From an optimization exercise on the open Yosys and OpenROAD flow, aimed at small area, a short achievable clock period and few clock cycles per item; shortcuts taken in it are not production practice. No functional check of the RTL was part of this run. No activity file was given, so power comes from the tool's default toggle rates.

## design.v

```verilog
module agon_crypto (
    input  wire       clk,
    input  wire       rst,               
    input  wire       req,               
    input  wire       we,                
    input  wire       peek,              
    input  wire [7:0] addr,              
    input  wire [7:0] wdata,             
    input  wire       op_allowed,        
    input  wire       write_protected,   
    output wire       busy,              
    output reg  [7:0] rdata              
);
    localparam [5:0] LAST_IDX  = 6'h03;
    localparam [5:0] BLOCK_IDX = 6'h04;
    localparam [5:0] STATE_IDX = 6'h18;
    function [31:0] rotr;
        input [31:0] x;
        input integer k;
        begin
            rotr = (x >> k) | (x << (32 - k));
        end
    endfunction
    function [31:0] big_s0;
        input [31:0] x;
        begin
            big_s0 = rotr(x, 2) ^ rotr(x, 13) ^ rotr(x, 22);
        end
    endfunction
    function [31:0] big_s1;
        input [31:0] x;
        begin
            big_s1 = rotr(x, 6) ^ rotr(x, 11) ^ rotr(x, 25);
        end
    endfunction
    function [31:0] small_s0;
        input [31:0] x;
        begin
            small_s0 = rotr(x, 7) ^ rotr(x, 18) ^ (x >> 3);
        end
    endfunction
    function [31:0] small_s1;
        input [31:0] x;
        begin
            small_s1 = rotr(x, 17) ^ rotr(x, 19) ^ (x >> 10);
        end
    endfunction
    function [31:0] iv;
        input [2:0] j;
        begin
            case (j)
                3'd0: iv = 32'h6a09e667; 3'd1: iv = 32'hbb67ae85;
                3'd2: iv = 32'h3c6ef372; 3'd3: iv = 32'ha54ff53a;
                3'd4: iv = 32'h510e527f; 3'd5: iv = 32'h9b05688c;
                3'd6: iv = 32'h1f83d9ab; default: iv = 32'h5be0cd19;
            endcase
        end
    endfunction
    localparam [2047:0] K_TABLE = {
        32'hc67178f2, 32'hbef9a3f7, 32'ha4506ceb, 32'h90befffa,
        32'h8cc70208, 32'h84c87814, 32'h78a5636f, 32'h748f82ee,
        32'h682e6ff3, 32'h5b9cca4f, 32'h4ed8aa4a, 32'h391c0cb3,
        32'h34b0bcb5, 32'h2748774c, 32'h1e376c08, 32'h19a4c116,
        32'h106aa070, 32'hf40e3585, 32'hd6990624, 32'hd192e819,
        32'hc76c51a3, 32'hc24b8b70, 32'ha81a664b, 32'ha2bfe8a1,
        32'h92722c85, 32'h81c2c92e, 32'h766a0abb, 32'h650a7354,
        32'h53380d13, 32'h4d2c6dfc, 32'h2e1b2138, 32'h27b70a85,
        32'h14292967, 32'h06ca6351, 32'hd5a79147, 32'hc6e00bf3,
        32'hbf597fc7, 32'hb00327c8, 32'ha831c66d, 32'h983e5152,
        32'h76f988da, 32'h5cb0a9dc, 32'h4a7484aa, 32'h2de92c6f,
        32'h240ca1cc, 32'h0fc19dc6, 32'hefbe4786, 32'he49b69c1,
        32'hc19bf174, 32'h9bdc06a7, 32'h80deb1fe, 32'h72be5d74,
        32'h550c7dc3, 32'h243185be, 32'h12835b01, 32'hd807aa98,
        32'hab1c5ed5, 32'h923f82a4, 32'h59f111f1, 32'h3956c25b,
        32'he9b5dba5, 32'hb5c0fbcf, 32'h71374491, 32'h428a2f98
    };
    localparam [2047:0] K_NEXT2 = {K_TABLE[63:0], K_TABLE[2047:64]};
    reg [31:0] H [0:7];      
    reg [31:0] B [0:15];     
    reg [5:0]  last;         
    reg        pend;         
    reg        p_zero, p_init, p_comp;
    reg        running;      
    reg        idle_e;       
    reg [6:0]  t;            
    reg [31:0] va, vb, vc, vd, ve, vf, vg;
    reg [31:0] W [0:15];     
    reg [31:0] us, uc;       
    reg [31:0] kreg;         
    wire go     = ~running & p_comp & ~p_init & ~p_zero;
    wire start  = pend & go;
    reg         pw_v;
    reg  [3:0]  pw_word;
    reg  [1:0]  pw_lane;
    reg  [7:0]  pw_dat;
    wire rd_hold = pend | running | pw_v;
    wire wr_hold = pend & ~go;
    wire        stream = running & (t <= 7'd13);     
    reg         stuck;       
    reg         rb, wb;
    assign busy = wb | (~we & rb);
    wire       accept   = req & ~busy;
    wire [5:0] idx      = addr[7:2];
    wire [1:0] lane     = addr[1:0];
    wire       wr_acc   = accept & we;
    wire       wr_do    = wr_acc & (peek | ~write_protected);
    wire [5:0] rd_idx   = (~peek & ~op_allowed) ? last : idx;
    wire       ctrl_wr  = wr_do & (addr == 8'h00);
    wire       op_zero  = wdata[4];
    wire       op_init  = ~wdata[4] & ((wdata & 8'h0e) == 8'h0a);
    wire       op_comp  = ~wdata[4] & ((wdata & 8'h0a) == 8'h0a);
    wire       ctrl_now = ctrl_wr & ~running & ~pend;
    wire       ctrl_q   = ctrl_wr & (running | pend);
    wire       exec_q   = pend & ~running;
    wire       blk_wr   = wr_do & (idx >= BLOCK_IDX) & (idx < BLOCK_IDX + 6'd16);
    wire [3:0] blk_word = idx[3:0] - BLOCK_IDX[3:0];
    wire       pend_n   = ~rst & (ctrl_q | (ctrl_now ? op_comp : (exec_q ? p_init : pend)));
    wire       p_zero_n = ctrl_q ? op_zero : (~ctrl_now & p_zero);
    wire       p_init_n = ctrl_q ? op_init : (~ctrl_now & ~exec_q & p_init);
    wire       p_comp_n = ctrl_q ? op_comp : (ctrl_now | p_comp);
    wire       run_n    = ~rst & (start | (running & (t != 7'd64)));
    wire [6:0] t_n      = (rst | start) ? 7'd0 : (running ? t + 7'd1 : t);
    wire       pw_v_n   = ~rst & (stuck ? pw_v : blk_wr);
    wire [3:0] pw_word_n = stuck ? pw_word : blk_word;
    wire       go_n     = ~run_n & p_comp_n & ~p_init_n & ~p_zero_n;
    wire       stuck_n  = pw_v_n & run_n & (t_n <= 7'd13) & ({3'b000, pw_word_n} > t_n + 7'd2);
    reg [15:0] bsel;         
    reg [7:0]  hsel;         
    reg [31:0] rd_word;
    reg [31:0] r_word;
    reg [3:0]  r_lsel;       
    integer    q;
    always @(*) begin
        for (q = 0; q < 16; q = q + 1)
            bsel[q] = stream ? (t[3:0] + 4'd2 == q) : (rd_idx == BLOCK_IDX + q);
        for (q = 0; q < 8; q = q + 1)
            hsel[q] = ~stream & ((rd_idx == STATE_IDX + q) | ((q == 7) && (rd_idx == LAST_IDX)));
        rd_word = 32'h0;
        for (q = 0; q < 16; q = q + 1)
            rd_word = rd_word | (B[q] & {32{bsel[q]}});
        for (q = 0; q < 8; q = q + 1)
            rd_word = rd_word | (H[q] & {32{hsel[q]}});
        rdata = (r_word[7:0]   & {8{r_lsel[0]}}) | (r_word[15:8]  & {8{r_lsel[1]}}) |
                (r_word[23:16] & {8{r_lsel[2]}}) | (r_word[31:24] & {8{r_lsel[3]}});
    end
    wire [31:0] maj    = (va & vb) ^ (va & vc) ^ (vb & vc);
    wire [31:0] a_new  = big_s0(va) + maj + us + uc;
    wire [31:0] e_new  = vd + us + uc;
    wire [31:0] e_d    = idle_e ? H[4] : e_new;
    wire [31:0] f_d    = idle_e ? H[5] : ve;
    wire [31:0] g_d    = idle_e ? H[6] : vf;
    wire [31:0] hkw_nx = vg + kreg + W[15];
    wire [31:0] u_x    = big_s1(e_d);
    wire [31:0] u_y    = (e_d & f_d) ^ (~e_d & g_d);
    wire [31:0] us_nx  = hkw_nx ^ u_x ^ u_y;
    wire [31:0] uc_nx  = {(hkw_nx[30:0] & u_x[30:0]) | (hkw_nx[30:0] & u_y[30:0]) |
                          (u_x[30:0] & u_y[30:0]), 1'b0};
    reg  [31:0] wq;
    wire [31:0] wq_nx  = W[10] + small_s0(W[2]) + W[1];
    wire [31:0] wnew   = small_s1(W[14]) + wq;
    wire [31:0] b_strm = rd_word;
    wire        fin    = running & (t >= 7'd61);
    wire [31:0] sum_a  = H[3] + va;
    wire [31:0] sum_e  = H[7] + ve;
    wire [7:0]  b_dat  = pw_dat & {8{~rst}};
    wire        ex_zero = (ctrl_now & op_zero) | (exec_q & p_zero);
    wire        ex_init = (ctrl_now & op_init) | (exec_q & p_init);
    wire [31:0] h7_n    = rst ? 32'h0 : (fin ? H[6] : (ex_zero ? 32'h0 :
                          (ex_init ? iv(3'd7) : H[7])));
    reg  [31:0] b0_n;
    integer     m;
    always @(*)
        for (m = 0; m < 4; m = m + 1)
            b0_n[8*m +: 8] = (rst | (pw_v & ~stuck & (pw_word == 4'd0) & (pw_lane == m))) ?
                             b_dat : B[0][8*m +: 8];
    integer i, j, l;
    always @(posedge clk) begin
        r_word <= rd_word;
        for (l = 0; l < 4; l = l + 1)
            r_lsel[l] <= (lane == l);
    end
    always @(posedge clk) begin
        pw_v    <= pw_v_n;
        pw_word <= pw_word_n;
        if (~stuck) begin
            pw_lane <= lane;
            pw_dat  <= wdata;
        end
        for (j = 0; j < 16; j = j + 1)
            for (l = 0; l < 4; l = l + 1)
                if (rst | (pw_v & ~stuck & (pw_word == j) & (pw_lane == l)))
                    B[j][8*l +: 8] <= b_dat;
    end
    always @(posedge clk) begin
        us <= us_nx;
        wq <= wq_nx;
        uc <= uc_nx;
        ve <= e_d;
        vf <= f_d;
        vg <= start ? H[6] : (run_n ? vf : h7_n);
        for (i = 0; i < 14; i = i + 1)
            W[i] <= W[i + 1];
        W[15] <= start ? B[1] : (run_n ? (stream ? b_strm : wnew) : b0_n);
        kreg  <= start ? K_TABLE[63:32] : (run_n ? K_NEXT2[32*t[5:0] +: 32] : K_TABLE[31:0]);
        if (~running) begin
            va <= H[0]; vb <= H[1]; vc <= H[2]; vd <= H[3];
            W[14] <= B[0];
        end else begin
            vd <= vc;
            vc <= vb;
            vb <= va;
            va <= a_new;
            W[14] <= W[15];
        end
        if (rst) begin
            for (i = 0; i < 8; i = i + 1)
                H[i] <= 32'h0;
            last    <= 6'h0;
        end else begin
            if (accept & ~peek & (we | op_allowed))
                last <= idx;
            if (fin) begin
                H[0] <= sum_a; H[1] <= H[0]; H[2] <= H[1]; H[3] <= H[2];
                H[4] <= sum_e; H[5] <= H[4]; H[6] <= H[5]; H[7] <= H[6];
            end else if (ex_zero) begin
                for (i = 0; i < 8; i = i + 1)
                    H[i] <= 32'h0;
            end else if (ex_init) begin
                for (i = 0; i < 8; i = i + 1)
                    H[i] <= iv(i);
            end
        end
    end
    always @(posedge clk) begin
        pend    <= pend_n;
        p_zero  <= p_zero_n;
        p_init  <= p_init_n;
        p_comp  <= p_comp_n;
        running <= run_n;
        idle_e  <= ~run_n | (t_n == 7'd64);
        t       <= t_n;
        rb      <= pend_n | run_n | pw_v_n;
        wb      <= (pend_n & ~go_n) | stuck_n;
        stuck   <= stuck_n;
    end
endmodule
```

## flow/run.sh

```bash
#!/bin/bash
# The standard layout (the standard.sh: standard synthesis, ORFS
# floorplan to finish at the design's clock and constraints), with these
# settings changed:
#  - clock tree synthesis inserts no dummy load cells (and uses the buffer
#    list and sink clustering from config.mk),
#  - pin placement keeps the we input next to the busy output (flow/io.tcl).
# Each tool's output goes to ORFS's own logs; make's output to standard.log.
set -euo pipefail
bash standard.sh SETUP_SLACK_MARGIN=5.6 \
  "CTS_ARGS=-sink_clustering_enable -repair_clock_nets -dont_use_dummy_load -buf_list sky130_fd_sc_hd__clkbuf_16 -sink_clustering_size 30 -sink_clustering_max_diameter 60" \
  "IO_CONSTRAINTS=$PWD/flow/io.tcl" \
  finish > standard.log 2>&1
```

## flow/io.tcl

```tcl
# Pin placement constraint: keep the we input next to the busy output, whose
# path from we is the shortest input-to-output path.
set_io_pin_constraint -group -order -pin_names {we busy}
```

## standard.sh

```bash
#!/bin/bash
# synth_recipe.tcl (not shown) runs the flow's synth.tcl, then flattens the netlist and writes it again
# the make line also repeats each setting of config.mk as NAME=value (left out here)
make -C /OpenROAD-flow-scripts/flow DESIGN_CONFIG=/design/flow/config.mk WORK_HOME=/design/flow/orfs CLKGATE_MAP_FILE= SYNTH_SCRIPT=/design/flow/synth_recipe.tcl "${@:-finish}"
```

## config.mk

```make
export PLATFORM = sky130hd
export DESIGN_NAME = agon_crypto
export DESIGN_NICKNAME = agon_crypto
export VERILOG_FILES = /design/flow/design.v
export SDC_FILE = /design/flow/constraint.sdc
export NUM_CORES = 4
export LEC_CHECK = 0
export ABC_CLOCK_PERIOD_IN_PS = 4000
export CAP_MARGIN = 20
export CORE_MARGIN = 2
export CORE_UTILIZATION = 40
export CTS_BUF_LIST = sky130_fd_sc_hd__clkbuf_16
export CTS_CLUSTER_DIAMETER = 60
export CTS_CLUSTER_SIZE = 30
export PLACE_DENSITY = 0.6
export SETUP_SLACK_MARGIN = 5
export SLEW_MARGIN = 20
```

## constraint.sdc

```tcl
create_clock -name core_clock -period 10.0 [get_ports {clk}]
set_input_delay 2.0000 -clock core_clock [delete_from_list [all_inputs] [get_ports {clk}]]
set_output_delay 2.0000 -clock core_clock [all_outputs]
set_load 0.01 [all_outputs]
```

==> implementation parameters <==
Parameter                              Value

Logic synthesis
  Most instantiated cells after synthesis    1182 x sky130_fd_sc_hd__dfxtp_1, 490 x sky130_fd_sc_hd__edfxtp_1, 466 x sky130_fd_sc_hd__a21oi_1
  Register area share after synthesis    51.8%
  Cell types occupying the most area after synthesis    sky130_fd_sc_hd__dfxtp_1 32%, sky130_fd_sc_hd__edfxtp_1 20%, sky130_fd_sc_hd__fa_1 5.2%
  Post-synthesis area per instance    10.9 um2
  Ys async rst share    0%
  Number of synthesized flops with an enable pin    490
  Warnings from Yosys    4
  Net count after synthesis    7252
  Post-synth cell types    94
  Count of state elements after synthesis    1672
  Synthesized netlist cell count    6788
  Top-count cell post-synth    sky130_fd_sc_hd__dfxtp_1
  Share of the synthesized area in the top cell type    32.0%
  Post-synthesis cell type with the largest combined area    sky130_fd_sc_hd__dfxtp_1
  Dominant synthesized flop cell    sky130_fd_sc_hd__dfxtp_1
  Cell area after synthesis    74000 um2

Global route
  Via count of the first global-routing pass    52900
  Largest net degree at the start of global routing    105
  Number of antenna violations at the first check in global routing    5
  GRT Residual Overflow    0
  Total Routing Usage GR    27.8%
  First-pass GRT wire length    380 mm

Worst setup path
  WS Path Type    flip-flop to primary output
  Endpoint of the worst register-to-register path    va[23]$_DFF_P_
  Critical Path Fanout Max    8
  Reg2reg path depth    15
  Crit end category    primary output
  Critical register-to-register path startpoint    va[30]$_DFF_P_
  Worst setup SP type    flip-flop
  Flop2flop setup slack    5.60 ns
  Required time worst endpoint    8.00 ns
  Arrival time of the worst setup path    2.44 ns

Floorplanning
  Total I/O pin count    32
  Full die area    189000 um2
  Num rows    157
  Starting density of the core    40.3%
  Vertical extent of the die    434 um
  Area of the core    183000 um2
  Horizontal die dimension    434 um

Drt
  Routed wirelength normalized by instance count    29.2 um
  Starting DRC count in detailed routing    8103
  Drt total wl    271 mm
  Vias after detailed routing    55900
  Vias per cell    6.03
  DRC viols    0
  Antenna Nets Post-Route    0
  First-pass iteration count of the detailed router    9

Timing
  Final worst path period share    44.4%
  Setup repair after global routing missed its margin    yes
  Max-slew violation count    0
  Setup Viol. Count Final    0
  Post-layout min period    4.44 ns
  Rel. slew slack    18.9%
  Final worst hold slack    0.199 ns
  Total Negative Setup Slacks    0 ns
  Maximum clock rate    225 MHz
  Final hold vios    0
  Slew at the pin closest to its max-slew limit    1.21 ns
  Final clock skew    0.153 ns

Finish
  Net total in the final layout    7279
  Fraction of final layout cells sized beyond drive strength 1    13.0%
  Design area    82900 um2
  Synthesis-to-finish area growth    12.0%

Clock network
  H-tree depth    3
  Number of clock sinks    1672
  Root buffer selected by CTS    sky130_fd_sc_hd__clkbuf_16
  Number of buffers inserted during clock tree synthesis    117
  CTS tree    built
  Worst-skew pair later-pin latency    0.83 ns
  Maximum number of buffers from clock root to sink    3
  Clock-pin slew on the worst setup and hold paths    0.10 ns

Status
  Run status  timing/DRC/antenna clean

Power
  Leakage component of the power    33.0 nW
  Areal power density over the cells    143 nW/um2
  Worst ir drop on vdd    144 uV

Run
  Max capacitance violation total    0

Place
  PortBufs    31
  Placed instance area    77100 um2
  Placer Congestion    0.977
  Total half-perimeter wirelength after legalization and detailed placement    184 mm

Hold path
  Hold Startpoint    W[13][3]$_DFF_P_
  Cells on Worst Hold Path    0
  Worst hold-check path type    flip-flop to flip-flop
  Hold Path End    W[12][3]$_DFF_P_
-- metal layers --
metal | global-route usage [%] | vias to the layer above | share of wire [%]
li1 | - | 24500 | -
met1 | 37.7 | 27600 | 40
met2 | 42.2 | 3201 | 43
met3 | 5.38 | 637 | 10
met4 | 14.2 | 4 | 6.0
met5 | 0 | - | 0.054
-- critical path: stages (launching register included) --
cell,delay (ns)
sky130_fd_sc_hd__dfxtp_1,0.61
sky130_fd_sc_hd__a22oi_1,0.25
sky130_fd_sc_hd__nand2_1,0.21
sky130_fd_sc_hd__clkdlybuf4s50_1,0.57
-- how the worst max path moves through the flow --
| stage | startpoint | endpoint | slack [ns] | cells after the start |
|---|---|---|---|---|
| detailed placement | peek | vg[3]$_DFF_P_ | 3.25 | 12 |
| global placement | peek | vg[3]$_DFF_P_ | 3.29 | 12 |
| CTS | req | vg[5]$_DFF_P_ | 5.59 | 14 |
| floorplan | peek | W[15][4]$_DFF_P_ | 5.60 | 12 |
| global route | req | vg[5]$_DFF_P_ | 5.52 | 14 |
| finish | r_lsel[0]$_DFF_P_ | rdata[1] | 5.56 | 3 |
-- sequential cells by signal, summed over array words and instances, names as in the netlist, 32 cells and up --
name	flops
B	512
H	256
W	480
kreg	32
r_word	32
us	32
va	32
vb	32
vc	32
vd	32
ve	32
vf	32
vg	32
wq	32
-- layout by cell type, fill, tap and decap left out, drive strengths merged, types with 15 or more instances in the layout --
cell type | synthesis | routed
a221oi | 107 | 107
nand2 | 442 | 442
dfxtp | 1182 | 1182
and2 | 18 | 18
buf | 85 | 221
o21ai | 434 | 434
clkdlybuf4s50 | 0 | 20
inv | 348 | 347
mux2 | 222 | 222
o21bai | 64 | 64
a31oi | 50 | 50
nand4 | 73 | 73
or2 | 14 | 15
clkbuf | 267 | 124
nor4 | 28 | 28
nor2b | 41 | 41
a222oi | 63 | 63
xor2 | 136 | 136
a22oi | 175 | 175
mux2i | 42 | 42
a211o | 37 | 37
edfxtp | 490 | 490
nand2b | 45 | 45
o211ai | 18 | 18
a211oi | 34 | 34
ha | 248 | 248
or3 | 24 | 24
nor3b | 42 | 42
nor3 | 68 | 68
xnor2 | 303 | 303
a21oi | 467 | 467
o31ai | 24 | 24
and3 | 19 | 19
nand3 | 144 | 144
nor2 | 372 | 372
fa | 193 | 193
a22o | 114 | 114
a21o | 137 | 140
o22ai | 16 | 16
o21a | 53 | 53
-- per-stage QoR --
| stage | power, mW | worst slack (ns) | util, % | std cells |
|---|---|---|---|---|
| 5_1_grt | 12.1 | 5.52 | 45.2 | 9278 |
| 2_1_floorplan | 7.46 | 5.60 | - | 6788 |
| 6_report | 11.8 | 5.56 | 45.2 | 9281 |
| 4_1_cts | 11.9 | 5.59 | 44.5 | 9207 |
| 3_5_place_dp | 7.64 | 3.25 | 42.0 | 9045 |
| 3_3_place_gp | 7.63 | 3.29 | 42.0 | 9045 |
-- power breakdown --
part	total [mW]	internal [mW]	leakage, nW	switching [mW]
Sequential	7.19	7.12	14.5	0.0682
Clock	4.31	2.05	1.44	2.27
Combinational	0.340	0.0897	17.0	0.250
-- area by class of cell --
| cell class | instances | area, um2 |
|---|---|---|
| diodes | 4 | 10.0 |
| repair buffers | 256 | 2570 |
| inverters | 350 | 1320 |
| well taps | 2464 | 3080 |
| flip-flops and latches | 1672 | 38500 |
| clock buffers | 117 | 2930 |
| fillers | 17000 | 101000 |
| multi-input cells | 4418 | 34500 |
-- kinds of logic (layout without fill, tap and decap cells) --
family          count (synthesis)  in the layout  synth area share (%)
compound gates               1907           1910                  17.2
flops                        1672           1672                  51.8
simple gates                 1359           1360                  8.63
buf+inv                       702            723                  3.69
fa+ha+maj                     442            442                  9.43
xor+xnor                      439            439                  5.19
mux                           267            267                  4.04
other cells                     0              4                     0
-- what timing repair did --
item / CTS / global route
gates cloned: 10 / 5
buffers inserted: 35 / 65
pin swaps: 44 / 90
gates resized for setup: 258 / 151
hold buffers: 0 / 0
setup endpoints to repair: 437 / 229

==> afterwards: timing with drivers on the ports <==
Ports are ideal in the flow. The routed layout listed here was re-timed in OpenROAD. Step 1, drivers: a clkbuf_16 drives clk and a buf_2 each remaining input, both assumed. Step 2 times the ports against the registers' clock, not the clock port: input delays grow and output delays shrink by t, the midpoint of the rising clock arrivals with the driver on. Three values: ideal, step 1, step 2; two values: the first two.
shift t [ns]: 0.846
slack for setup (ns): 5.555 / 5.462 / 4.768
pins driven straight from the clock port: 1
After both steps this run still meets setup and hold. For this run, drivers alone change the setup slack by -0.093 ns; drivers and shift together by -0.787 ns.
